This is an optimization exercise on Yosys and OpenROAD, whose aim is small area, a short achievable clock period and few clock cycles, not a production implementation.
Where RTL was checked, it was by simulation tests only, not by an equivalence proof against the original.
The RTL of run 6 was laid out without a check of its function.
Power figures rest on the tool's default switching activity, not on a simulated workload.

==> flow/config.mk <==
export PLATFORM = sky130hd
export DESIGN_NAME = gss_engine
export DESIGN_NICKNAME = gss_engine
export VERILOG_FILES = /design/flow/design.v
export SDC_FILE = /design/flow/constraint.sdc
export NUM_CORES = 4
export LEC_CHECK = 0
export CAP_MARGIN = 20
export CORE_MARGIN = 2
export CORE_UTILIZATION = 40
export PLACE_DENSITY = 0.6
export SETUP_SLACK_MARGIN = 5
export SLEW_MARGIN = 20
export TNS_END_PERCENT = 0
==> flow/constraint.sdc <==
create_clock -name core_clock -period 10.0 [get_ports {clk}]
set_input_delay 2.0000 -clock core_clock [delete_from_list [all_inputs] [get_ports {clk}]]
set_output_delay 2.0000 -clock core_clock [all_outputs]
set_load 0.01 [all_outputs]
==> flow/design.v <==
module gss_engine (
    input  wire        clk,
    input  wire        rst,           
    input  wire        start,         
    input  wire [15:0] in_len,        
    output reg         busy,
    output reg         done,
    output reg         err,
    output reg         passthru,
    output reg         rstop,
    output reg  [2:0]  err_code,
    output reg  [3:0]  err_info,
    output wire [15:0] err_pos,
    output reg  [15:0] res_len,
    output reg  [7:0]  hdr_enc,
    output reg  [7:0]  hdr_pack,
    output reg  [31:0] hdr_usize,
    output reg  [15:0] in_addr,
    input  wire [7:0]  in_rdata,
    output wire [15:0] out_addr,
    output reg         out_we,
    output reg  [7:0]  out_wdata,
    input  wire [7:0]  out_rdata
);
    localparam [7:0] CH_D = 8'h44, CH_R = 8'h52, CH_H = 8'h48, CH_W = 8'h57;
    localparam [7:0] CH_B = 8'h42, CH_S = 8'h53;
    localparam [3:0] I_HEADER = 4'd1, I_R_OPERAND = 4'd2, I_OUT_OVERRUN = 4'd6,
                     I_ODD_TAIL = 4'd11, I_OUT_CAP = 4'd12, I_PACK_W = 4'd14,
                     I_NOT_BUILT = 4'd15;
    localparam [3:0]
        S_IDLE  = 4'd0,
        S_HDR   = 4'd1,
        S_CTL   = 4'd2,
        S_COPY  = 4'd3,
        S_FILL  = 4'd4,    
        S_COPY1 = 4'd5,    
        S_VAL   = 4'd6,    
        S_CNT   = 4'd7,    
        S_END   = 4'd8,    
        S_TL    = 4'd9,    
        S_DRAIN = 4'd10,   
        S_ERR   = 4'd11,   
        S_DONE  = 4'd12,
        S_RAW   = 4'd13;
    reg [3:0]  state;
    reg [15:0] room;        
    reg [15:0] pk_rem;      
    reg [11:0] cnt;         
    reg [1:0]  xop;         
    reg        fz;          
    wire       mbad = (hdr_usize != 32'h1A44534C);    
    reg        st1;         
    reg        oa0;         
    reg        sflag;       
    reg        fb, fw;      
    reg [7:0]  r1, m;
    reg [7:0]  tp;          
    reg        br;          
    reg        pv_d;        
    reg [7:0]  px_d;        
    reg        par;         
    reg        sf;          
    wire [15:0] wc = res_len;
    assign out_addr = {res_len[15:1], oa0};
    assign err_pos  = pk_rem;
    wire is_b = fb;
    wire is_w = fw;
    wire ws   = fw | sflag;
    wire [5:0]  c6      = in_rdata[5:0];
    wire [11:0] cnt12   = {cnt[11:8], in_rdata};
    wire        room_nz = (room != 16'd0);
    wire        pk_nz   = (pk_rem != 16'd0);
    wire        pk_one  = (pk_rem == 16'd1);
    wire        room_one = (room == 16'd1);
    wire        cnt_one = (cnt == 12'd1);
    wire        cnt_z   = (cnt == 12'd0);
    wire        o_trunc = ({4'd0, cnt} > pk_rem);
    wire        o_over  = ({4'd0, cnt} > room);
    wire [15:0] pk_dec   = pk_rem - 16'd1;
    reg         ia_inc, ia_ld12;
    always @(*) begin
        ia_inc  = 1'b0;
        ia_ld12 = 1'b0;
        case (state)
            S_HDR:   if (!st1 && cnt[3:0] == 4'd9) ia_ld12 = 1'b1; else ia_inc = 1'b1;
            S_CNT:   ia_inc = (xop == 2'd2) & pk_nz;
            S_VAL:   ia_inc = pk_nz & ~o_over & (cnt_z | cnt_one);
            S_FILL:  ia_inc = cnt_z | cnt_one | room_one;
            S_COPY1, S_COPY, S_RAW: ia_inc = 1'b1;
            default: ;
        endcase
    end
    wire        ctl_inc = (state == S_CTL) & room_nz & pk_nz & in_rdata[7];
    wire [15:0] ia_inc1 = in_addr + 16'd1;
    wire [15:0] ia_base = ia_ld12 ? 16'd12 : (ia_inc ? ia_inc1 : in_addr);
    always @(posedge clk)
        in_addr <= (start && !busy) ? 16'd0 : (ctl_inc ? ia_inc1 : ia_base);
    reg         pv;         
    reg  [7:0]  px;         
    wire [7:0]  tp_m1 = tp - 8'd1;
    wire        bin   = is_w & par & br;
    wire [8:0]  diff  = {1'b0, m} - {1'b0, px_d} - {8'd0, bin};
    wire [7:0]  tp_b  = br ? tp_m1 : tp;
    always @(*) begin
        pv = 1'b0;
        px = 8'h00;
        case (state)
            S_VAL:   begin pv = ~cnt_z; px = in_rdata; end
            S_FILL:  begin pv = ~cnt_z; px = fz ? 8'h00 : px_d; end
            S_COPY:  begin pv = 1'b1; px = in_rdata; end
            S_RAW:   begin pv = room_nz; px = fz ? 8'h00 : in_rdata; end
            S_END:   begin pv = ~pv_d & par & ws & room_nz; end
            default: ;
        endcase
    end
    task automatic finish;
        begin
            done   <= 1'b1;
            busy   <= 1'b0;
            out_we <= 1'b0;
            pk_rem <= 16'd0;
            state  <= S_DONE;
        end
    endtask
    task automatic raise(input [2:0] code, input [3:0] info, input pos, input pos13);
        begin
            err      <= 1'b1;
            err_code <= code;
            err_info <= info;
            if (pos) begin
                st1      <= 1'b1;
                fz       <= ~pos13;
                state    <= S_ERR;
            end else begin
                finish;
                res_len  <= 16'd0;
            end
        end
    endtask
    always @(posedge clk) begin
        begin
            out_we <= 1'b0;
            if (out_we) begin
                res_len <= wc + 16'd1;
                oa0     <= ~oa0;
            end
            pv_d <= pv;
            if (pv) px_d <= px;
            if (pv_d) begin
                par <= ~par;
                sf  <= 1'b1;
                r1  <= px_d;
                m   <= is_b ? px_d : r1;
                br  <= diff[8];
                out_we    <= 1'b1;
                out_wdata <= diff[7:0];
                if (!is_b && !ws) out_wdata <= px_d;
                if (sflag && !par) begin
                    tp        <= diff[7:0];
                    out_wdata <= tp_b;
                    out_we    <= sf;
                end
            end
            case (state)
                S_IDLE, S_DONE: begin
                end
                S_HDR: begin
                    st1      <= 1'b0;
                    cnt[3:0] <= st1 ? 4'd0 : cnt[3:0] + 4'd1;
                    pk_rem   <= pk_dec;
                    if (st1) begin
                        err       <= 1'b0;
                        passthru  <= 1'b0;
                        rstop     <= 1'b0;
                        err_code  <= 3'd0;
                        err_info  <= 4'd0;
                        hdr_enc   <= 8'd0;
                        hdr_pack  <= 8'd0;
                        hdr_usize <= 32'd0;
                    end
                    if ((st1 && wc < 16'd6) || (!st1 && cnt[3:0] == 4'd4 && mbad)) begin
                        passthru  <= 1'b1;
                        hdr_usize <= 32'd0;
                        finish;
                    end else if (!st1 && cnt[3:0] == 4'd4 && wc < 16'd12) begin
                        hdr_usize <= 32'd0;
                        raise(3'd2, I_HEADER, 1'b0, 1'b0);
                    end else if (!st1 && cnt[3:0] <= 4'd9) begin
                        hdr_usize <= {in_rdata, hdr_usize[31:8]};
                        hdr_pack  <= hdr_usize[7:0];
                        hdr_enc   <= hdr_pack;
                    end
                    if (!st1 && cnt[3:0] == 4'd10) begin
                        room  <= hdr_usize[15:0];
                        res_len <= 16'd0;
                        oa0   <= (hdr_enc == CH_S);
                        sflag <= (hdr_enc == CH_S);
                        fb    <= (hdr_enc == CH_B);
                        fw    <= (hdr_enc == CH_W);
                        fz    <= pk_one;
                        r1 <= 8'd0; m <= 8'd0; br <= 1'b0; par <= 1'b0; sf <= 1'b0;
                        tp <= 8'd0;
                        if (hdr_usize[31:16] != 16'd0)
                            raise(3'd1, I_OUT_CAP, 1'b0, 1'b0);
                        else begin
                            case (hdr_pack)
                                CH_R:       state <= S_CTL;
                                CH_W:       raise(3'd4, I_PACK_W, 1'b0, 1'b0);
                                CH_D, CH_H: raise(3'd4, I_NOT_BUILT, 1'b0, 1'b0);
                                default:    state <= S_RAW;
                            endcase
                        end
                    end
                end
                S_CTL: begin
                    if (!room_nz || !pk_nz) begin
                        state <= S_END;
                    end else begin
                        pk_rem <= pk_dec;
                        state <= {2'b01, in_rdata[7:6]};
                        fz    <= ~in_rdata[7];
                        xop   <= in_rdata[5:4];
                        if (in_rdata[7:6] == 2'b11) cnt[11:8] <= in_rdata[3:0];
                        else                        cnt       <= {6'd0, c6};
                    end
                end
                S_CNT: begin
                    pk_rem <= pk_dec;
                    cnt    <= cnt12;
                    if (xop == 2'd3) begin           
                        rstop   <= 1'b1;
                        finish;
                        res_len <= 16'd0;
                    end else if (!pk_nz) raise(3'd2, I_R_OPERAND, 1'b1, 1'b1);
                    else case (xop)
                        2'd0: begin   
                            fz    <= 1'b1;
                            state <= S_FILL;
                        end
                        2'd1: begin   
                            state <= S_COPY1;
                        end
                        default: begin   
                            fz      <= 1'b0;
                            state   <= S_VAL;
                        end
                    endcase
                end
                S_VAL: begin
                    pk_rem <= pk_dec;
                    if (!pk_nz)      raise(3'd2, I_R_OPERAND, 1'b1, 1'b1);
                    else if (o_over) raise(3'd3, I_OUT_OVERRUN, 1'b1, 1'b0);
                    else if (cnt_z || cnt_one) begin
                        if (!cnt_z) room <= room - 16'd1;
                        state   <= S_CTL;
                    end else begin
                        room  <= room - 16'd1;
                        cnt   <= cnt - 12'd1;
                        state <= S_FILL;
                    end
                end
                S_FILL: begin
                    if (!cnt_z) begin
                        room <= room - 16'd1;
                        cnt  <= cnt - 12'd1;
                    end
                    if (cnt_z || cnt_one || room_one) begin
                        state   <= S_CTL;
                    end
                end
                S_COPY1: begin
                    if (o_trunc)     raise(3'd2, I_R_OPERAND, 1'b1, 1'b1);
                    else if (o_over) raise(3'd3, I_OUT_OVERRUN, 1'b1, 1'b1);
                    else             state <= cnt_z ? S_CTL : S_COPY;
                end
                S_COPY: begin
                    room    <= room - 16'd1;
                    pk_rem  <= pk_dec;
                    cnt     <= cnt - 12'd1;
                    if (cnt_one) state <= S_CTL;
                end
                S_RAW: begin
                    room    <= room - 16'd1;
                    if (pk_nz) pk_rem <= pk_dec;
                    if (pk_one) fz <= 1'b1;
                    if (!room_nz || room_one) state <= S_END;
                end
                S_END: begin
                    if (!pv_d) begin
                        if (par & ws) begin
                            if (!room_nz) raise(3'd3, I_ODD_TAIL, 1'b0, 1'b0);
                            else state <= S_TL;
                        end else if (sflag & sf) begin
                            out_we    <= 1'b1;
                            out_wdata <= tp_b;
                            state     <= S_DRAIN;
                        end else begin
                            finish;
                        end
                    end
                end
                S_TL: begin
                    if (!pv_d) begin
                        if (sflag) begin
                            out_we    <= 1'b1;
                            out_wdata <= tp_b;
                            state     <= S_DRAIN;
                        end else begin
                            finish;
                        end
                    end
                end
                S_DRAIN: begin
                    finish;
                end
                S_ERR: begin
                    if (st1) begin
                        st1    <= 1'b0;
                        pk_rem <= in_addr;
                        cnt    <= fz ? 12'd12 : 12'd13;
                    end else begin
                        pk_rem <= pk_dec;
                        cnt    <= cnt - 12'd1;
                        if (cnt_one) begin
                            finish;
                            pk_rem  <= pk_dec;
                            res_len <= 16'd0;
                        end
                    end
                end
                default: state <= S_IDLE;
            endcase
            if (start && !busy) begin
                done      <= 1'b0;
                busy      <= 1'b1;
                res_len   <= in_len;
                pk_rem    <= in_len;
                st1       <= 1'b1;
                state     <= S_HDR;
            end
        end
        if (rst) begin
            state     <= S_IDLE;
            busy      <= 1'b0;
            done      <= 1'b0;
            err       <= 1'b0;
            passthru  <= 1'b0;
            rstop     <= 1'b0;
            err_code  <= 3'd0;
            err_info  <= 4'd0;
            res_len   <= 16'd0;
            pk_rem    <= 16'd0;
            hdr_enc   <= 8'd0;
            hdr_pack  <= 8'd0;
            hdr_usize <= 32'd0;
            out_we    <= 1'b0;
            pv_d      <= 1'b0;
        end
    end
endmodule
==> flow/flow/run.sh <==
#!/bin/bash
# Standard ORFS layout (standard.sh) with two changes in how it is made:
# the port buffers are buf_1 cells, and repair_timing aims for a setup margin
# of MARGIN ns. Clock period and constraints are unchanged.
set -euo pipefail
MARGIN=7.5
bash standard.sh "BUFFER_PORTS_ARGS=-buffer_cell sky130_fd_sc_hd__buf_1" "SETUP_SLACK_MARGIN=$MARGIN" finish > standard_flow.log 2>&1
==> flow/standard.sh <==
#!/bin/bash
# synth_recipe.tcl (not shown) runs the flow's synth.tcl, then flattens the netlist and writes it again
# the make line also repeats each setting of config.mk as NAME=value (left out here)
make -C /OpenROAD-flow-scripts/flow DESIGN_CONFIG=/design/flow/config.mk WORK_HOME=/design/flow/orfs CLKGATE_MAP_FILE= SYNTH_SCRIPT=/design/flow/synth_recipe.tcl "${@:-finish}"
==> out/qor.yml, run 1 <==
cts_tree: "yes"
syn_to_final_growth_pct: 20.4
via_per_inst: 5.89
nNetsFinal: 1652
core_area_um2: 28700
drt_iter0_drc: 1105
hp-class: "flip-flop to flip-flop"
critical-path-max-stage-delay_ns: 0.48
irDropWorstVdd_uv: 105
hold_depth: 2
vias: 11600
final.period_utilization_pct: 30.3
rsz0062_at_grt: "yes"
setup_tns_ns: 0
worstHoldStart: "out_wdata[2]"
die_area_um2: 30600
path_class: "input pin to flip-flop"
rr_endpoint: "room[12]"
hold_viol: 0
async_reset_ff_share_pct: 0
syn_inst: 1416
io_pins: 168
fillers: 2788
synth_edf_count: 42
grt_antenna_before_repair: 0
p_int_w: 0.00151
swShare_pct: 34.6
clkTransAtPathRegs_ns: 0.08
cp_cell_sequence: "buf_12 > o221ai_4 > a21boi_2 > or4_4 > nor2_4 > buf_6 > or4b_4 > a21oi_2"
grt_max_degree: 85
power.share.combinational_pct: 28.5
die_h_um: 175
drv_cap: 0
start_kind: "input pin"
remaining_drc_errors: 0
seq_power_share_pct: 40.8
cts_hold_buf: 0
regArea_um2: 4480
fmax_mhz: 330
layout_commonest_cell: "nor2_1"
gp_congestion: 0.975
tightest_slew_ns: 1.10
dp.final_hpwl_mm: 27.7
final_cell_mix: "nor2_1 (174), nand2_1 (114), buf_1 (92), o21ai_0 (89), a21oi_1 (70)"
reg2reg_slack_ns: 7.07
portBuffers: 159
outcome: "no timing/DRC/antenna violations"
cp_max_fo: 7
grt.total_usage_pct: 25.0
cp.arrival_ns: 3.42
p_leak_nw: 5.24
rows: 62
ant_nets: 0
reg2reg_from: "cnt[5]"
min_period_ns: 3.03
avgSynthCellArea_um2: 8.25
clock_tree.htree_level_count: 4
grt_pass1_wl_mm: 60.5
powerDensity_nw_per_um2: 165
clk_latency_ns: 0.45
slowest_stage: "or4b_4"
yosys_warnings: 1
p_switching_w: 0.000802
diodes: 0
synth_nets: 1501
synth_area_um2: 11700
synthDistinctLibCells: 85
cts.root.buffer_cell: "clkbuf_16"
drive_gt1_share_pct: 21.5
synth_ff_type: "dfxtp_1"
hold_slack_ns: 0.479
cts_buffers: 17
slew_violations: 0
worstHoldEndpoint: "out_wdata[2]"
setup_viol: 0
fin_skew_ns: 0.0117
slew_headroom_pct: 26.6
grt_pass1_vias: 10400
ys_ff_latch: 193
multi_input_area_um2: 7050
die_w_um: 175
r2r_cells: 7
initial_core_util_pct: 40.7
worstSetupEndpointType: "flip-flop"
required_ns: 10.39
clockPowerShare_pct: 30.8
grt_overflow_total: 0
power.total_w: 0.00232
drt_pre_antenna_iters: 5
clock_sink_count: 193
ys_seq_area_share_pct: 36.7
post_drt_wl_per_cell_um: 20.1
routed_wl_mm: 39.4
clk_path_buf_depth: 2
==> cell usage after synthesis, types with 21 or more instances <==
cell type / number / area share, %
xor2_1: 21 / 1.6
ha_1: 48 / 5.1
a22oi_1: 56 / 3.6
clkbuf_1: 65 / 2.1
xnor2_1: 42 / 3.1
inv_1: 62 / 2.0
nor3_1: 43 / 1.8
nand2_1: 117 / 3.8
a21oi_1: 73 / 3.1
nand4_1: 22 / 1.2
mux2i_1: 24 / 2.1
o21ai_0: 94 / 4.0
nand3_1: 27 / 1.2
nor2_1: 177 / 5.7
nor4_1: 21 / 1.1
dfxtp_1: 151 / 26
edfxtp_1: 42 / 11
==> how the worst max path moves through the flow <==
stage	startpoint	to	slack [ns]	cells after the start
5_1_grt	cnt[9]	err_code[2]	6.94	10
2_1_floorplan	in_rdata[7]	in_addr[0]	6.76	8
6_report	in_rdata[7]	in_addr[6]	6.97	8
3_3_place_gp	in_rdata[7]	in_addr[5]	5.85	7
3_5_place_dp	in_rdata[7]	in_addr[5]	5.84	7
4_1_cts	in_rdata[7]	in_addr[0]	6.96	8
==> flip-flops by register name (all words and copies together), names as in the netlist, 3 cells and up <==
name	cells
in_addr	16
res_len	16
tp	8
hdr_pack	8
state	4
pk_rem	16
out_wdata	8
hdr_enc	8
err_code	3
room	16
m	8
r1	8
cnt	12
hdr_usize	32
px_d	8
err_info	4
==> critical path, delay by kind of cell <==
family	cells	cell delay (ns)
compound gates	3	0.42
buf+inv	2	0.24
simple gates	3	0.76
==> power groups by stage <==
stage / sequential [W] / clock [W] / combinational [W]
floorplan: 0.000961 / 0 / 0.000458
global placement: 0.000965 / 0 / 0.000604
detailed placement: 0.000967 / 0 / 0.000613
CTS: 0.000949 / 0.000721 / 0.000639
global route: 0.000956 / 0.000759 / 0.000737
finish: 0.000944 / 0.000712 / 0.000660
==> final cells by class <==
type	instances	share of cell area [%]
Multi-Input combinational cell	1069	50.1
Sequential cell	193	31.8
Timing Repair Buffer	224	8.64
Tap cell	384	3.41
Clock buffer	19	3.38
Inverter	62	1.65
Clock inverter	13	0.952
==> stage by stage <==
step / instances / worst slack (ns) / cell area [um2] / util [%]
final: 1964 / 6.97 / 14100 / 49.0
after global routing: 1964 / 6.94 / 14100 / 49.0
after CTS: 1939 / 6.96 / 13600 / 47.3
after detailed placement: 1881 / 5.84 / 12500 / 43.4
after global placement: 1881 / 5.85 / 12500 / 43.4
after floorplan: 1416 / 6.76 / 11700 / -
==> cell families after synthesis <==
logic type / share of synthesized area (%)
buffers and inverters: 5.72
XOR/XNOR: 4.72
AO/OA/AOI/OAI: 22.1
flip-flops: 36.7
multiplexers: 2.25
adder cells (fa/ha/maj): 5.48
AND/OR/NAND/NOR: 23.1
==> repair_timing <==
action                     in CTS  in global routing
cloned                          2                  0
setup endpoints to repair     337                340
resized for setup             144                127
pin swaps                      12                  9
buffers inserted               24                 25
==> metal layers <==
metal	global-route usage, %	vias up	share of wire, %
li1	-	5460	-
met1	35.0	5570	45
met2	39.4	455	46
met3	3.22	79	5.8
met4	8.92	0	3.0
met5	0	-	0
Testbench counts, summed over its fixed seeds: cycles 134,315.
==> run 2: changes to the inputs <==
--- a/flow/flow/run.sh
+++ b/flow/flow/run.sh
@@ -5,3 +5,3 @@
 set -euo pipefail
-MARGIN=7.5
+MARGIN=7
 bash standard.sh "BUFFER_PORTS_ARGS=-buffer_cell sky130_fd_sc_hd__buf_1" "SETUP_SLACK_MARGIN=$MARGIN" finish > standard_flow.log 2>&1
--- a/flow/config.mk
+++ b/flow/config.mk
@@ -10,2 +10,4 @@
 export CORE_UTILIZATION = 40
+export CTS_CLUSTER_DIAMETER = 200
+export CTS_CLUSTER_SIZE = 40
 export PLACE_DENSITY = 0.6
==> out/qor.yml, run 2 <==
outcome: "no timing/DRC/antenna violations"
drv_cap: 0  # unchanged
placedCellCount: 1881  # unchanged
ys_ff_latch: 193  # unchanged
grt_pass1_vias: 10400  # -0.50%
clock_tree.htree_level_count: 4  # unchanged
required_ns: 8.00  # -2.39 ns
rows: 62  # unchanged
slew_violations: 0  # unchanged
yosys-top-cells-area: "dfxtp_1 (26%), edfxtp_1 (11%), nor2_1 (5.7%), ha_1 (5.1%), o21ai_0 (4.0%)"
grt_antenna_before_repair: 0  # unchanged
top_register: "hdr_usize"
yosys_warnings: 1  # unchanged
grt_overflow_total: 0  # unchanged
cp.arrival_ns: 1.06  # -2.36 ns
start_kind: "flip-flop"
hp-class: "flip-flop to flip-flop"
die_area_um2: 30600  # unchanged
grt.total_usage_pct: 24.8  # -0.20 points
fmax_mhz: 327  # -0.92%
final.period_utilization_pct: 30.6  # +0.28 points
synth_commonest_cells: "nor2_1 (177), dfxtp_1 (151), nand2_1 (117), o21ai_0 (94), a21oi_1 (73)"
worstSetupEndpointType: "output port"
gp_congestion: 0.975  # unchanged
grt_pass1_wl_mm: 60.0  # -0.76%
synthDistinctLibCells: 85  # unchanged
die_h_um: 175  # unchanged
diodes: 0  # unchanged
tightest_slew_ns: 1.13  # +0.0278 ns
slowest_stage: "dfxtp_1"
slew_headroom_pct: 24.8  # -1.9 points
drt_pre_antenna_iters: 6  # +1
clkTransAtPathRegs_ns: 0.07  # about the same
post_drt_wl_per_cell_um: 20.1  # +0.27%
fin_skew_ns: 0.0110  # -0.000664 ns
synth_edf_count: 42  # unchanged
die_w_um: 175  # unchanged
post-route-util_pct: 47.8  # -1.2 points
cts_tree: "yes"
async_reset_ff_share_pct: 0  # unchanged
largest_reg_flops: 32  # unchanged
clk_latency_ns: 0.45  # about the same
routed_wl_mm: 39.3  # -0.45%
cts_hold_buf: 0  # unchanged
cts.root.buffer_cell: "clkbuf_16"
ant_nets: 0  # unchanged
via_per_inst: 5.86  # -0.52%
dp.final_hpwl_mm: 27.7  # unchanged
initial_core_util_pct: 40.7  # unchanged
critical-path-max-stage-delay_ns: 0.44  # -0.04 ns
vias: 11400  # -1.2%
drive_gt1_share_pct: 14.8  # -6.7 points
p_leak_nw: 4.91  # -6.3%
hold_viol: 0  # unchanged
synth.most_common_cell: "nor2_1"
crit_family: "flip-flops"
cts_buffers: 17  # unchanged
r2r_cells: 8  # +1
powerDensity_nw_per_um2: 168  # +2.3%
syn_to_final_growth_pct: 17.5
setup_viol: 0  # unchanged
synth_nets: 1501  # unchanged
setup_tns_ns: 0  # unchanged
portBuffers: 159  # unchanged
synth.largest_area_cell: "dfxtp_1"
nNetsFinal: 1638  # -0.85%
ys_seq_area_share_pct: 36.7  # unchanged
clock_sink_count: 193  # unchanged
synth_area_um2: 11700  # unchanged
path_buf_inv: 1  # -1
syn_inst: 1416  # unchanged
remaining_drc_errors: 0  # unchanged
io_pins: 168  # unchanged
synth_ff_type: "dfxtp_1"
drt_iter0_drc: 1180  # +6.8%
dp_slack_ns: 5.84  # unchanged
fin_cells: 1950  # -0.71%
path_class: "flip-flop to output port"
min_period_ns: 3.06  # +0.0280 ns
core_area_um2: 28700  # unchanged
layout_commonest_cell: "nor2_1"
hold_depth: 2  # unchanged
cp.depth: 1  # -7
netlist.area_leader.share_pct: 25.9  # unchanged
cp_max_fo: 4  # -3
avgSynthCellArea_um2: 8.25  # unchanged
grt_max_degree: 85  # unchanged
clk_path_buf_depth: 2  # unchanged
irDropWorstVdd_uv: 108  # +2.7%
cp_cell_sequence: "buf_1"
final_cell_mix: "nor2_1 (173), buf_1 (152), nand2_1 (114), o21ai_0 (89), dfxtp_1 (86)"
setup_slack_ns: 6.94  # -0.0280 ns
rsz0062_at_grt: "yes"
==> run 2: final timing paths <==
kind	start	to	slack, ns
setup / recovery	pk_rem[1]	err_pos[1]	6.94
hold / removal	out_wdata[2]	out_wdata[2]	0.48
setup reg to reg	cnt[5]	in_addr[6]	6.98
hold reg to reg	out_wdata[2]	out_wdata[2]	0.48
==> run 2: cell type report <==
class,count,area (um2)
tap,384,480
fill,2836,15000
clock inverter,13,134
inverter,62,233
clock buffer,19,475
timing repair buffer,210,1030
sequential,193,4390
multi-input combinational,1069,6990
==> run 2: worst min-delay path: stages, from the launching register on <==
cell	delay, ns
dfxtp_1	0.33
nand2_1	0.05
o221ai_1	0.06
==> run 2: cells by family after synthesis <==
| logic type | after synthesis | synth area share, % |
|---|---|---|
| AND/OR/NAND/NOR | 542 | 23.1 |
| AO/OA/AOI/OAI | 386 | 22.1 |
| flip-flops | 193 | 36.7 |
| buffers and inverters | 156 | 5.72 |
| XOR/XNOR | 63 | 4.72 |
| adder cells (fa/ha/maj) | 50 | 5.48 |
| multiplexers | 26 | 2.25 |
==> run 2: where the power goes <==
part	switching, W	internal (W)
logic	0.000377	0.000273
registers	0.0000744	0.000875
clock network	0.000349	0.000364
total	0.000800	0.00151
==> run 2: layer usage <==
| layer | vias to the layer above | global-route usage (%) | wire (um) |
|---|---|---|---|
| li1 | 5438 | - | - |
| met1 | 5482 | 34.6 | 17700 |
| met2 | 430 | 39.1 | 18100 |
| met3 | 72 | 3.35 | 2220 |
| met4 | 0 | 8.82 | 1180 |
| met5 | - | 0 | 0 |
==> run 2: repair_timing <==
action	in CTS	in global routing
resized for setup	50	98
endpoints found under the setup margin	260	283
pin swaps	7	9
cloned	2	0
setup buffers	14	21
==> run 2: stage by stage <==
stage	total power (W)	hold slack, ns	cell area, um2
2_1_floorplan	0.00142	0.460	11700
3_3_place_gp	0.00157	0.454	12500
3_5_place_dp	0.00158	0.455	12500
4_1_cts	0.00230	0.478	13300
5_1_grt	0.00245	0.510	13700
6_report	0.00231	0.478	13700
==> run 3: changes to the inputs <==
--- a/flow/config.mk
+++ b/flow/config.mk
@@ -10,5 +10,3 @@
 export CORE_UTILIZATION = 40
-export CTS_CLUSTER_DIAMETER = 200
-export CTS_CLUSTER_SIZE = 40
-export PLACE_DENSITY = 0.6
+export PLACE_DENSITY = 0.7
 export SETUP_SLACK_MARGIN = 5
==> out/qor.yml, run 3 <==
cp.depth: 8  # +7
slew_headroom_pct: 43.5  # +19 points
post-route-util_pct: 47.0  # -0.79 points
synth_ff_type: "dfxtp_1"
synth.most_common_cell: "nor2_1"
cts_buffers: 17  # unchanged
drive_gt1_share_pct: 10.8  # -3.9 points
remaining_drc_errors: 0  # unchanged
layout_commonest_cell: "nor2_1"
grt_pass1_wl_mm: 59.4  # -0.99%
cp-endpoint: "in_addr[6]"
clock_tree.htree_level_count: 4  # unchanged
post_drt_wl_per_cell_um: 19.7  # -2.2%
grt_pass1_vias: 10500  # +1.1%
setup_tns_ns: 0  # unchanged
worstSetupEndpointType: "flip-flop"
cts_tree: "yes"
slew_violations: 0  # unchanged
required_ns: 10.38  # +2.38 ns
die_area_um2: 30600  # unchanged
routed_wl_mm: 38.1  # -3.0%
avgSynthCellArea_um2: 8.25  # unchanged
path_buf_inv: 2  # +1
rr_endpoint: "in_addr[6]"
initial_core_util_pct: 40.7  # unchanged
hold_depth: 2  # unchanged
reg2reg_from: "cnt[4]"
grt.total_usage_pct: 24.5  # -0.25 points
top_register: "hdr_usize"
grt_max_degree: 85  # unchanged
netlist.area_leader.share_pct: 25.9  # unchanged
tightest_slew_ns: 0.848  # -0.278 ns
gp_congestion: 0.972  # -0.32%
final_cell_mix: "nor2_1 (174), buf_1 (156), dfxtp_1 (122), nand2_1 (114), o21ai_0 (90)"
crit_family: "simple AND/OR/NAND/NOR gates"
drt_pre_antenna_iters: 5  # -1
cp_max_fo: 7  # +3
ys_seq_area_share_pct: 36.7  # unchanged
grt_antenna_before_repair: 0  # unchanged
synth_commonest_cells: "nor2_1 (177), dfxtp_1 (151), nand2_1 (117), o21ai_0 (94), a21oi_1 (73)"
powerDensity_nw_per_um2: 170  # +1.0%
core_area_um2: 28700  # unchanged
fin_skew_ns: 0.0133  # +0.00234 ns
vias: 11500  # +0.67%
p_leak_nw: 4.79  # -2.4%
drt_iter0_drc: 1264  # +7.1%
syn_inst: 1416  # unchanged
cp_cell_sequence: "buf_8 > o221ai_2 > a21boi_2 > or4_4 > nor2_4 > buf_4 > or4b_1 > a21oi_2"
start_kind: "input pin"
r2r_cells: 9  # +1
diodes: 0  # unchanged
yosys_warnings: 1  # unchanged
portBuffers: 159  # unchanged
rsz0062_at_grt: "yes"
ant_nets: 0  # unchanged
die_w_um: 175  # unchanged
ys_ff_latch: 193  # unchanged
clk_path_buf_depth: 2  # unchanged
via_per_inst: 5.95  # +1.5%
drv_cap: 0  # unchanged
cts.root.buffer_cell: "clkbuf_16"
synth_edf_count: 42  # unchanged
synth.largest_area_cell: "dfxtp_1"
clock_sink_count: 193  # unchanged
clk_latency_ns: 0.45  # about the same
irDropWorstVdd_uv: 121  # +12%
async_reset_ff_share_pct: 0  # unchanged
slowest_stage: "or4b_1"
syn_to_final_growth_pct: 15.6
cts_hold_buf: 0  # unchanged
hold_viol: 0  # unchanged
rows: 62  # unchanged
die_h_um: 175  # unchanged
nNetsFinal: 1622  # -0.98%
synth_nets: 1501  # unchanged
final.period_utilization_pct: 31.4  # +0.84 points
fmax_mhz: 318  # -2.7%
yosys-top-cells-area: "dfxtp_1 (26%), edfxtp_1 (11%), nor2_1 (5.7%), ha_1 (5.1%), o21ai_0 (4.0%)"
min_period_ns: 3.14  # +0.0836 ns
path_class: "input pin to flip-flop"
critical-path-max-stage-delay_ns: 0.49  # +0.05 ns
hp-class: "flip-flop to flip-flop"
cp.arrival_ns: 3.52  # +2.46 ns
setup_viol: 0  # unchanged
synthDistinctLibCells: 85  # unchanged
reg2reg_slack_ns: 6.89  # -0.09 ns
dp.final_hpwl_mm: 27.2  # -1.6%
synth_area_um2: 11700  # unchanged
io_pins: 168  # unchanged
crit_start: "in_rdata[7]"
clkTransAtPathRegs_ns: 0.09  # +0.02 ns
largest_reg_flops: 32  # unchanged
outcome: "no timing/DRC/antenna violations"
grt_overflow_total: 0  # unchanged
-- run 3: cell types whose count changed in the layout (fill, tap and decap cells not counted), moves of 5 or more --
cell,change
buf_4,-14
clkbuf_2,-5
clkinv_8,+6
dfxtp_1,+36
dfxtp_2,-29
dfxtp_4,-7
-- run 3: kinds of logic after synthesis --
logic type	share of synthesized area, %
buffers and inverters	5.72
xor gates and xnor gates	4.72
AOI/OAI and AO/OA	22.1
muxes	2.25
DFF	36.7
and+or+nand+nor	23.1
adders and majority gates	5.48
-- run 3: layout make-up --
| type | count | area (um2) |
|---|---|---|
| multi-input combinational | 1069 | 6950 |
| tap | 384 | 480 |
| timing repair buffer | 194 | 890 |
| sequential | 193 | 4320 |
| inverter | 62 | 233 |
| clock buffer | 17 | 425 |
| clock inverter | 15 | 204 |
| fill | 2813 | 15200 |
-- run 3: stage by stage --
stage	instance area (um2)	hold slack, ns	instances	total power (W)	setup WS, ns
final	13500	0.483	1934	0.00230	6.86
after global routing	13500	0.507	1934	0.00242	6.81
after CTS	13400	0.477	1931	0.00230	6.89
after detailed placement	12400	0.456	1878	0.00157	5.85
after global placement	12400	0.452	1878	0.00156	5.91
after floorplan	11700	0.460	1416	0.00142	6.76
-- run 3: how the worst min path moves through the flow --
stage / start / to / slack [ns]
after floorplan: r1[0] / r1[0] / 0.46
after global placement: done / done / 0.45
after detailed placement: out_wdata[2] / out_wdata[2] / 0.46
after CTS: out_wdata[2] / out_wdata[2] / 0.48
after global routing: done / done / 0.51
final: out_wdata[1] / out_wdata[1] / 0.48
-- run 3: routing by layer --
layer | vias up | wire length [um] | global-route usage [%]
li1 | 5400 | - | -
met5 | - | 0 | 0
met4 | 0 | 1400 | 10.3
met1 | 5560 | 16800 | 33.3
met3 | 87 | 2240 | 3.31
met2 | 452 | 17700 | 39.2
-- run 3: repair_timing --
action,CTS,global route
gates cloned,2,0
gates resized for setup,71,11
endpoints found under the setup margin,260,281
pin swaps,10,2
buffers inserted,19,3
hold endpoints to repair,0,0
-- run 3: where the power goes --
part,leakage [nW],switching (W),total (W),internal (W)
Clock,0.302,0.000368,0.000714,0.000345
Sequential,1.63,0.0000779,0.000953,0.000875
Combinational,2.85,0.000367,0.000630,0.000264
-- run 3: tightest hold or removal path: stages, from the launching register on --
cell and delay, ns:
dfxtp_1 0.33, nand2_1 0.05, o221ai_1 0.06
==> run 4: changes to the inputs <==
--- a/flow/config.mk
+++ b/flow/config.mk
@@ -9,4 +9,4 @@
 export CORE_MARGIN = 2
-export CORE_UTILIZATION = 40
-export PLACE_DENSITY = 0.7
+export CORE_UTILIZATION = 55
+export PLACE_DENSITY = 0.75
 export SETUP_SLACK_MARGIN = 5
==> out/qor.yml, run 4 <==
outcome: "no timing/DRC/antenna violations"
via_per_inst: 6.38  # +7.4%
clk_path_buf_depth: 2  # unchanged
avgSynthCellArea_um2: 8.25  # unchanged
ys_ff_latch: 193  # unchanged
netlist.area_leader.share_pct: 25.9  # unchanged
synth_nets: 1501  # unchanged
r2r_cells: 8  # -1
grt_pass1_wl_mm: 56.4  # -5.1%
synth_ff_type: "dfxtp_1"
setup_slack_ns: 6.87  # +0.00992 ns
cts.root.buffer_cell: "clkbuf_16"
grt.total_usage_pct: 32.0  # +7.5 points
cts_hold_buf: 0  # unchanged
drive_gt1_share_pct: 11.8  # +0.98 points
rsz0062_at_grt: "yes"
reg2reg_slack_ns: 6.87  # -0.02 ns
path_class: "input pin to flip-flop"
required_ns: 10.32  # -0.06 ns
synth_edf_count: 42  # unchanged
setup_viol: 0  # unchanged
clkTransAtPathRegs_ns: 0.08  # about the same
final_cell_area_um2: 13500  # +0.26%
cts_tree: "yes"
synth.most_common_cell: "nor2_1"
vias: 11800  # +2.7%
drt_iter0_drc: 1428  # +13%
die_w_um: 150  # -14%
cp.arrival_ns: 3.46  # -0.06 ns
portBuffers: 159  # unchanged
synth_commonest_cells: "nor2_1 (177), dfxtp_1 (151), nand2_1 (117), o21ai_0 (94), a21oi_1 (73)"
nNetsFinal: 1646  # +1.5%
tightest_slew_ns: 1.08  # +0.230 ns
gp_congestion: 0.993  # +2.2%
remaining_drc_errors: 0  # unchanged
yosys_warnings: 1  # unchanged
dp.final_hpwl_mm: 25.8  # -5.1%
layout_commonest_cell: "nor2_1"
hold_viol: 0  # unchanged
synth_area_um2: 11700  # unchanged
reg2reg_from: "cnt[7]"
die_area_um2: 22400  # -27%
fmax_mhz: 319  # +0.32%
setup_tns_ns: 0  # unchanged
powerDensity_nw_per_um2: 171  # +0.47%
die_h_um: 150  # -14%
top_register: "hdr_usize"
cts_buffers: 17  # unchanged
largest_reg_flops: 32  # unchanged
clock_tree.htree_level_count: 4  # unchanged
ys_seq_area_share_pct: 36.7  # unchanged
synth.largest_area_cell: "dfxtp_1"
synthDistinctLibCells: 85  # unchanged
start_kind: "input pin"
final.period_utilization_pct: 31.3  # -0.099 points
slew_violations: 0  # unchanged
diodes: 0  # unchanged
final_cell_mix: "nor2_1 (175), buf_1 (157), dfxtp_1 (125), nand2_1 (115), o21ai_0 (91)"
placed_area_um2: 12300  # -0.87%
min_period_ns: 3.13  # -0.00992 ns
ant_nets: 0  # unchanged
cp_max_fo: 7  # unchanged
dp_slack_ns: 6.03  # +0.177 ns
syn_inst: 1416  # unchanged
post_drt_wl_per_cell_um: 20.2  # +2.5%
grt_overflow_total: 0  # unchanged
drv_cap: 0  # unchanged
worstSetupEndpointType: "flip-flop"
worstHoldStart: "out_wdata[2]"
clk_latency_ns: 0.45  # about the same
irDropWorstVdd_uv: 111  # -7.8%
p_leak_nw: 4.90  # +2.3%
syn_to_final_growth_pct: 15.9
power.total_w: 0.00231  # +0.73%
hold_depth: 2  # unchanged
worstHoldEndpoint: "out_wdata[2]"
core_area_um2: 21000  # -27%
io_pins: 168  # unchanged
grt_pass1_vias: 10100  # -3.6%
routed_wl_mm: 37.3  # -2.0%
async_reset_ff_share_pct: 0  # unchanged
rows: 53  # -15%
hp-class: "flip-flop to flip-flop"
grt_max_degree: 85  # unchanged
clock_sink_count: 193  # unchanged
grt_antenna_before_repair: 0  # unchanged
drt_pre_antenna_iters: 6  # +1
slew_headroom_pct: 27.9  # -16 points
yosys-top-cells-area: "dfxtp_1 (26%), edfxtp_1 (11%), nor2_1 (5.7%), ha_1 (5.1%), o21ai_0 (4.0%)"
fin_skew_ns: 0.0142  # +0.000859 ns
initial_core_util_pct: 55.8  # +15 points
rr_endpoint: "in_addr[6]"
## run 4: metal layers
layer | vias up | GRT usage [%] | wire length (um) | part of all wire, %
li1 | 5458 | - | - | -
met1 | 5627 | 45.6 | 15700 | 42
met2 | 641 | 48.7 | 16900 | 45
met3 | 79 | 6.28 | 3510 | 9.4
met4 | 0 | 10.7 | 1140 | 3.1
met5 | - | 0 | 0 | 0
## run 4: cells by family (layout without fill, tap and decap cells)
family	count (synthesis)	count (layout)	synth area share (%)
AOI/OAI and AO/OA	386	386	22.1
xor gates and xnor gates	63	63	4.72
adders and majority gates	50	50	5.48
buffers and inverters	156	313	5.72
DFF	193	193	36.7
muxes	26	26	2.25
and+or+nand+nor	542	543	23.1
## run 4: worst max-delay path by stage
| stage | startpoint | to | slack [ns] | cells past startpoint |
|---|---|---|---|---|
| detailed placement | in_rdata[7] | in_addr[5] | 6.03 | 7 |
| finish | in_rdata[7] | in_addr[9] | 6.87 | 8 |
| CTS | hdr_usize[3] | hdr_pack[6] | 6.78 | 9 |
| floorplan | in_rdata[7] | in_addr[0] | 6.76 | 8 |
| global placement | in_rdata[7] | in_addr[5] | 6.01 | 7 |
| global route | cnt[7] | in_addr[6] | 6.82 | 8 |
## run 4: cell type report
cell class | count | area (um2)
Inverter | 62 | 233
Multi-Input combinational cell | 1068 | 6940
Fill cell | 1822 | 7420
Clock inverter | 15 | 196
Clock buffer | 17 | 425
Tap cell | 275 | 344
Sequential cell | 193 | 4320
Timing Repair Buffer | 219 | 1080
## run 4: through the flow
step / hold WS [ns] / util (%) / std cells
global placement: 0.455 / 58.8 / 1773
CTS: 0.477 / 62.3 / 1810
floorplan: 0.460 / - / 1416
global route: 0.507 / 64.6 / 1849
finish: 0.475 / 64.6 / 1849
detailed placement: 0.456 / 58.8 / 1773
## run 4: worst max-delay path, cell delays in order
cell       delay (ns)
buf_8            0.13
o221ai_4         0.07
a21boi_2         0.09
buf_4            0.16
or4_4            0.57
o2111ai_2        0.22
xor2_1           0.16
nor2_1           0.05
## run 4: repair_timing
| action | in CTS | in global routing |
|---|---|---|
| gates cloned | 0 | 1 |
| setup endpoints to repair | 261 | 279 |
| buffers inserted | 5 | 38 |
| pin swaps | 3 | 10 |
| resized for setup | 18 | 59 |
## run 4: where the power goes
group	total (W)	switching (W)	leakage (nW)	internal, W
sequential	0.000949	0.0000744	1.63	0.000875
combinational	0.000640	0.000371	2.97	0.000269
clock	0.000725	0.000376	0.299	0.000348
==> run 5: changes to the inputs <==
--- a/flow/config.mk
+++ b/flow/config.mk
@@ -9,4 +9,4 @@
 export CORE_MARGIN = 2
-export CORE_UTILIZATION = 55
-export PLACE_DENSITY = 0.75
+export CORE_UTILIZATION = 40
+export PLACE_DENSITY = 0.6
 export SETUP_SLACK_MARGIN = 5
==> out/qor.yml, run 5 <==
drv_cap: 0  # unchanged
worstHoldEndpoint: "out_wdata[2]"
ys_ff_latch: 193  # unchanged
min_period_ns: 3.06  # -0.0736 ns
r2r_cells: 8  # unchanged
hp-class: "flip-flop to flip-flop"
die_w_um: 175  # +17%
drt_iter0_drc: 1180  # -17%
largest_reg_flops: 32  # unchanged
die_area_um2: 30600  # +36%
clkTransAtPathRegs_ns: 0.07  # about the same
clk_latency_ns: 0.45  # about the same
setup_tns_ns: 0  # unchanged
crit_family: "flip-flops"
start_kind: "flip-flop"
ys_seq_area_share_pct: 36.7  # unchanged
highest-signal-layer: "met4"
routed_wl_mm: 39.3  # +5.2%
reg2reg_from: "cnt[5]"
fin_skew_ns: 0.0110  # -0.00320 ns
cts_tree: "yes"
layout_commonest_cell: "nor2_1"
gp_congestion: 0.975  # -1.8%
slew_violations: 0  # unchanged
hold_depth: 2  # unchanged
clock_sink_count: 193  # unchanged
cp_max_fo: 4  # -3
cts_buffers: 17  # unchanged
ant_nets: 0  # unchanged
synth_edf_count: 42  # unchanged
powerDensity_nw_per_um2: 168  # -1.5%
path_buf_inv: 1  # -1
nNetsFinal: 1638  # -0.49%
yosys-top-cells-area: "dfxtp_1 (26%), edfxtp_1 (11%), nor2_1 (5.7%), ha_1 (5.1%), o21ai_0 (4.0%)"
synth_nets: 1501  # unchanged
grt_max_degree: 85  # unchanged
tightest_slew_ns: 1.13  # +0.0480 ns
grt_pass1_wl_mm: 60.0  # +6.4%
met1Wirelength_mm: 17.7  # +13%
cts_hold_buf: 0  # unchanged
yosys_warnings: 1  # unchanged
remaining_drc_errors: 0  # unchanged
synth_ff_type: "dfxtp_1"
drive_gt1_share_pct: 14.8  # +2.9 points
grt.total_usage_pct: 24.8  # -7.2 points
post_drt_wl_per_cell_um: 20.1  # -0.27%
irDropWorstVdd_uv: 108  # -3.1%
portBuffers: 159  # unchanged
vias: 11400  # -3.2%
final_cell_mix: "nor2_1 (173), buf_1 (152), nand2_1 (114), o21ai_0 (89), dfxtp_1 (86)"
synthDistinctLibCells: 85  # unchanged
initial_core_util_pct: 40.7  # -15 points
clock_tree.htree_level_count: 4  # unchanged
synth_commonest_cells: "nor2_1 (177), dfxtp_1 (151), nand2_1 (117), o21ai_0 (94), a21oi_1 (73)"
p_leak_nw: 4.91  # +0.20%
diodes: 0  # unchanged
core_area_um2: 28700  # +37%
clk_path_buf_depth: 2  # unchanged
synth_area_um2: 11700  # unchanged
slowest_stage: "dfxtp_1"
via_per_inst: 5.86  # -8.3%
hold_slack_ns: 0.478  # +0.00380 ns
outcome: "no timing/DRC/antenna violations"
rr_endpoint: "in_addr[6]"
synth.largest_area_cell: "dfxtp_1"
netlist.area_leader.share_pct: 25.9  # unchanged
post-route-util_pct: 47.8  # -17 points
final.period_utilization_pct: 30.6  # -0.74 points
dr_wl_met3_mm: 2.22  # -37%
grt_antenna_before_repair: 0  # unchanged
slew_headroom_pct: 24.8  # -3.1 points
grt_overflow_total: 0  # unchanged
drt_pre_antenna_iters: 6  # unchanged
path_class: "flip-flop to output port"
cp_cell_sequence: "buf_1"
cts.root.buffer_cell: "clkbuf_16"
grt_pass1_vias: 10400  # +2.6%
fmax_mhz: 327  # +2.4%
rows: 62  # +17%
io_pins: 168  # unchanged
required_ns: 8.00  # -2.32 ns
worstSetupEndpointType: "output port"
worstHoldStart: "out_wdata[2]"
hold_viol: 0  # unchanged
top_register: "hdr_usize"
syn_inst: 1416  # unchanged
setup_slack_ns: 6.94  # +0.0736 ns
critical-path-max-stage-delay_ns: 0.44  # -0.13 ns
power.total_w: 0.00231  # about the same
die_h_um: 175  # +17%
async_reset_ff_share_pct: 0  # unchanged
setup_viol: 0  # unchanged
avgSynthCellArea_um2: 8.25  # unchanged
dp.final_hpwl_mm: 27.7  # +7.1%
reg2reg_slack_ns: 6.98  # +0.11 ns
dp_slack_ns: 5.84  # -0.188 ns
syn_to_final_growth_pct: 17.5
met2_length_mm: 18.1  # +7.1%
rsz0062_at_grt: "yes"
cp.arrival_ns: 1.06  # -2.40 ns
synth.most_common_cell: "nor2_1"
## run 5: power breakdown
group | switching (W) | internal (W) | total [W]
clock network | 0.000349 | 0.000364 | 0.000712
logic | 0.000377 | 0.000273 | 0.000650
registers | 0.0000744 | 0.000875 | 0.000949
## run 5: routing by layer
metal	up-vias	global-route usage [%]
met2	430	39.1
met4	0	8.82
li1	5438	-
met3	72	3.35
met5	-	0
met1	5482	34.6
## run 5: logic make-up after synthesis
family / synth area share, %
mux: 2.25
compound gates: 22.1
simple gates: 23.1
xor+xnor: 4.72
buf+inv: 5.72
flops: 36.7
fa+ha+maj: 5.48
## run 5: worst max-delay path by stage
stage | start | to | slack (ns) | depth (start not counted)
4_1_cts | pk_rem[11] | err_pos[11] | 6.86 | 1
3_3_place_gp | in_rdata[7] | in_addr[5] | 5.85 | 7
5_1_grt | cnt[5] | cnt[11] | 6.88 | 12
3_5_place_dp | in_rdata[7] | in_addr[5] | 5.84 | 7
2_1_floorplan | in_rdata[7] | in_addr[0] | 6.76 | 8
6_report | pk_rem[1] | err_pos[1] | 6.94 | 1
## run 5: layout make-up
type	instances	area, um2
clock buffer	19	475
clock inverter	13	134
fill	2836	15000
inverter	62	233
multi-input combinational	1069	6990
sequential	193	4390
tap	384	480
timing repair buffer	210	1030
## run 5: what timing repair did
item / 4_1_cts / 5_1_grt
cloned: 2 / 0
endpoints found under the setup margin: 260 / 283
pin swaps: 7 / 9
setup buffers: 14 / 21
gates resized for setup: 50 / 98
## run 5: metrics by stage
stage	cell area, um2	std cells
after detailed placement	12500	1881
after global routing	13700	1950
after floorplan	11700	1416
after global placement	12500	1881
after CTS	13300	1929
final	13700	1950
==> run 6: changes to the inputs <==
--- a/flow/design.v
+++ b/flow/design.v
@@ -50,3 +50,3 @@
     reg        fz;          
-    wire       mbad = (hdr_usize != 32'h1A44534C);    
+    reg        mbad;        
     reg        st1;         
@@ -180,8 +180,13 @@
                     end
-                    if ((st1 && wc < 16'd6) || (!st1 && cnt[3:0] == 4'd4 && mbad)) begin
+                    mbad <= (hdr_usize != 32'h1A44534C);
+                    if ((st1 && wc < 16'd6) || (!st1 && cnt[3:0] == 4'd5 && mbad)) begin
                         passthru  <= 1'b1;
                         hdr_usize <= 32'd0;
+                        hdr_pack  <= 8'd0;
+                        hdr_enc   <= 8'd0;
                         finish;
-                    end else if (!st1 && cnt[3:0] == 4'd4 && wc < 16'd12) begin
+                    end else if (!st1 && cnt[3:0] == 4'd5 && wc < 16'd12) begin
                         hdr_usize <= 32'd0;
+                        hdr_pack  <= 8'd0;
+                        hdr_enc   <= 8'd0;
                         raise(3'd2, I_HEADER, 1'b0, 1'b0);
==> out/qor.yml, run 6 <==
synth_nets: 1513  # +0.80%
syn_inst: 1426  # +0.71%
ys_seq_area_share_pct: 37.0  # +0.31 points
min_period_ns: 3.18  # +0.116 ns
nNetsFinal: 1633  # -0.31%
vias: 11400  # -0.018%
r2r_cells: 10  # +2
setup_tns_ns: 0  # unchanged
dp.final_hpwl_mm: 28.5  # +3.0%
p_leak_nw: 4.71  # -4.1%
crit_family: "compound AO/OA/AOI/OAI gates"
rsz0062_at_grt: "yes"
layout_commonest_cell: "buf_1"
slew_violations: 0  # unchanged
cts.root.buffer_cell: "clkbuf_16"
worstHoldStart: "done"
io_pins: 168  # unchanged
grt_pass1_vias: 10500  # +0.96%
power.total_w: 0.00176  # -24%
cp_max_fo: 6  # +2
syn_to_final_growth_pct: 13.8
start_kind: "input pin"
synth.largest_area_cell: "dfxtp_1"
outcome: "no timing/DRC/antenna violations"
cp.arrival_ns: 3.54  # +2.48 ns
slowest_stage: "or4b_1"
synth_ff_type: "dfxtp_1"
die_w_um: 175  # about the same
netlist.area_leader.share_pct: 25.9  # +0.036 points
cts_hold_buf: 0  # unchanged
synth_edf_count: 43  # +2.4%
grt_pass1_wl_mm: 61.1  # +1.9%
yosys-top-cells-area: "dfxtp_1 (26%), edfxtp_1 (11%), ha_1 (5.4%), nor2_1 (5.1%), nand2_1 (4.5%)"
synth_area_um2: 11700  # -0.14%
clock_tree.htree_level_count: 4  # unchanged
initial_core_util_pct: 40.7  # -0.057 points
setup_viol: 0  # unchanged
avgSynthCellArea_um2: 8.18  # -0.84%
fin_skew_ns: 0.0146  # +0.00358 ns
grt.total_usage_pct: 25.1  # +0.39 points
fmax_mhz: 315  # -3.7%
slew_headroom_pct: 34.2  # +9.5 points
powerDensity_nw_per_um2: 133  # -21%
dp_slack_ns: 6.00  # +0.164 ns
hp-class: "flip-flop to flip-flop"
hold_depth: 2  # unchanged
die_area_um2: 30600  # -0.14%
grt_max_degree: 75  # -12%
hold_slack_ns: 0.460  # -0.0184 ns
cts_buffers: 17  # unchanged
final.period_utilization_pct: 31.8  # +1.2 points
irDropWorstVdd_uv: 81.6  # -24%
drt_iter0_drc: 1228  # +4.1%
yosys_warnings: 1  # unchanged
synth.most_common_cell: "nor2_1"
grt_antenna_before_repair: 0  # unchanged
clk_path_buf_depth: 2  # unchanged
remaining_drc_errors: 0  # unchanged
grt_overflow_total: 0  # unchanged
rows: 62  # unchanged
largest_reg_flops: 32  # unchanged
top_register: "hdr_usize"
async_reset_ff_share_pct: 0  # unchanged
drv_cap: 0  # unchanged
rr_endpoint: "cnt[10]"
via_per_inst: 5.88  # +0.34%
final_cell_mix: "buf_1 (157), nor2_1 (156), dfxtp_1 (147), nand2_1 (137), o21ai_0 (102)"
path_buf_inv: 1  # unchanged
core_area_um2: 28700  # unchanged
reg2reg_slack_ns: 6.91  # -0.07 ns
multi_input_area_um2: 6760  # -3.3%
synthDistinctLibCells: 83  # -2.4%
fillers: 2947  # +3.9%
gp_congestion: 0.939  # -3.7%
ys_ff_latch: 194  # +0.52%
ant_nets: 0  # unchanged
portBuffers: 159  # unchanged
regArea_um2: 4320  # -1.5%
diodes: 0  # unchanged
clock_sink_count: 194  # +0.52%
cts_tree: "yes"
drt_pre_antenna_iters: 5  # -1
required_ns: 10.37  # +2.37 ns
setup_slack_ns: 6.82  # -0.116 ns
clk_latency_ns: 0.45  # about the same
clkTransAtPathRegs_ns: 0.07  # about the same
worstSetupEndpointType: "flip-flop"
tightest_slew_ns: 0.982  # -0.144 ns
drive_gt1_share_pct: 6.93  # -7.8 points
synth_commonest_cells: "nor2_1 (160), dfxtp_1 (151), nand2_1 (139), o21ai_0 (104), a21oi_1 (101)"
path_class: "input pin to flip-flop"
cp_cell_sequence: "buf_2 > nand3_1 > a2bb2oi_2 > a31oi_1 > or4b_1 > a21oi_1"
hold_viol: 0  # unchanged
die_h_um: 175  # about the same
routed_wl_mm: 38.9  # -0.91%
post_drt_wl_per_cell_um: 20.0  # -0.55%
critical-path-max-stage-delay_ns: 0.47  # +0.03 ns
reg2reg_from: "cnt[0]"
worstHoldEndpoint: "done"
==> run 6: cell count changes after synthesis, sizes merged, moves of 7 or more <==
cell and delta:
and3 +7, o22ai +8, clkbuf -7, nand2 +22, nor2 -19, a32o -8
a21oi +21, nor2b -9, nor3 -16, nor3b +8, or3 -13, nand3 +14
inv +11
==> run 6: repair_timing <==
item                                    in CTS  in global routing
gates resized for setup                      9                 15
endpoints found under the setup margin     205                284
pin swaps                                    1                  0
buffers inserted                             1                 12
hold endpoints to repair                     0                  0
==> run 6: how the worst max path moves through the flow <==
| stage | from | to | slack, ns | depth (start not counted) |
|---|---|---|---|---|
| 2_1_floorplan | in_rdata[7] | in_addr[11] | 6.86 | 6 |
| 3_3_place_gp | rst | res_len[9] | 6.05 | 5 |
| 3_5_place_dp | rst | res_len[7] | 6.00 | 5 |
| 4_1_cts | pk_rem[0] | err_pos[0] | 6.79 | 1 |
| 5_1_grt | room[9] | cnt[10] | 6.78 | 10 |
| 6_report | in_rdata[7] | in_addr[15] | 6.82 | 6 |
==> run 6: worst reg2reg max path, delay by kind of cell, from the launching register on <==
kind | cells | cell delay [ns]
compound gates | 4 | 1.08
simple gates | 2 | 0.54
flops | 1 | 0.51
buf+inv | 3 | 0.50
fa+ha+maj | 1 | 0.19
==> run 6: routing by layer <==
layer,global-route usage (%),part of all wire [%]
met1,36.5,46
met2,38.5,44
met3,4.11,7.4
met4,6.98,2.0
met5,0,0
==> run 6: power breakdown <==
part / internal [W] / switching [W]
Clock: 0.000344 / 0.000349
Combinational: 0.0000838 / 0.000139
Sequential: 0.000817 / 0.0000283
==> run 6: kinds of logic after synthesis <==
group,share of synthesized area [%]
xor gates and xnor gates,4.28
AOI/OAI and AO/OA,23.0
buffers and inverters,5.82
DFF,37.0
muxes,2.01
and+or+nand+nor,22.2
adders and majority gates,5.70
==> run 6: final cells by class <==
| cell class | count | share of cell area (%) |
|---|---|---|
| multi-input cells | 1072 | 50.9 |
| flip-flops and latches | 194 | 32.5 |
| repair buffers | 187 | 6.32 |
| well taps | 384 | 3.62 |
| clock buffers | 18 | 3.31 |
| inverters | 74 | 2.09 |
| clock inverters | 14 | 1.19 |
==> run 6: per-stage QoR <==
| step | area (um2) | util (%) | instances |
|---|---|---|---|
| 3_5_place_dp | 12500 | 43.6 | 1898 |
| 2_1_floorplan | 11700 | - | 1426 |
| 3_3_place_gp | 12500 | 43.5 | 1897 |
| 4_1_cts | 13100 | 45.8 | 1931 |
| 5_1_grt | 13300 | 46.3 | 1943 |
| 6_report | 13300 | 46.3 | 1943 |

port drivers added, routing unchanged:
The flow's constraints put no driver on any port. The routed layouts listed below were extracted and timed again, unchanged, in two steps.
Step 1, drivers: a clkbuf_16 drives clk and a buf_2 each remaining input, both assumed.
Step 2 adds t to the input delays and takes it off the output delays; t is the mean of the earliest and latest rising clock arrival at the registers after step 1. Input paths then give back, and output paths get back, about the clock's delay inside the block.
a / b / c = ideal ports / drivers / drivers and shift; a / b = the first two.
| run | t, ns | setup WS [ns] | clock arrival spread, ns | worst register clock-pin slew, ns | pins driven straight from the clock port |
|---|---|---|---|---|---|
| run 1 | 0.494 | 6.969 / 6.940 / 6.450 | 0.013 / 0.012 | 0.08 / 0.08 | 1 |
| run 2 | 0.497 | 6.941 / 6.889 / 6.424 | 0.011 / 0.011 | 0.08 / 0.08 | 1 |
| run 3 | 0.497 | 6.857 / 6.836 / 6.345 | 0.013 / 0.013 | 0.09 / 0.09 | 1 |
| run 4 | 0.490 | 6.867 / 6.837 / 6.387 | 0.015 / 0.015 | 0.09 / 0.09 | 1 |
| run 5 | 0.497 | 6.941 / 6.889 / 6.424 | 0.011 / 0.011 | 0.08 / 0.08 | 1 |
| run 6 | 0.488 | 6.825 / 6.790 / 6.364 | 0.015 / 0.015 | 0.08 / 0.08 | 1 |
After both steps setup and hold are still met in every run listed. For run 1, which loses most, drivers alone change the setup slack by -0.029 ns; drivers and shift together by -0.519 ns.
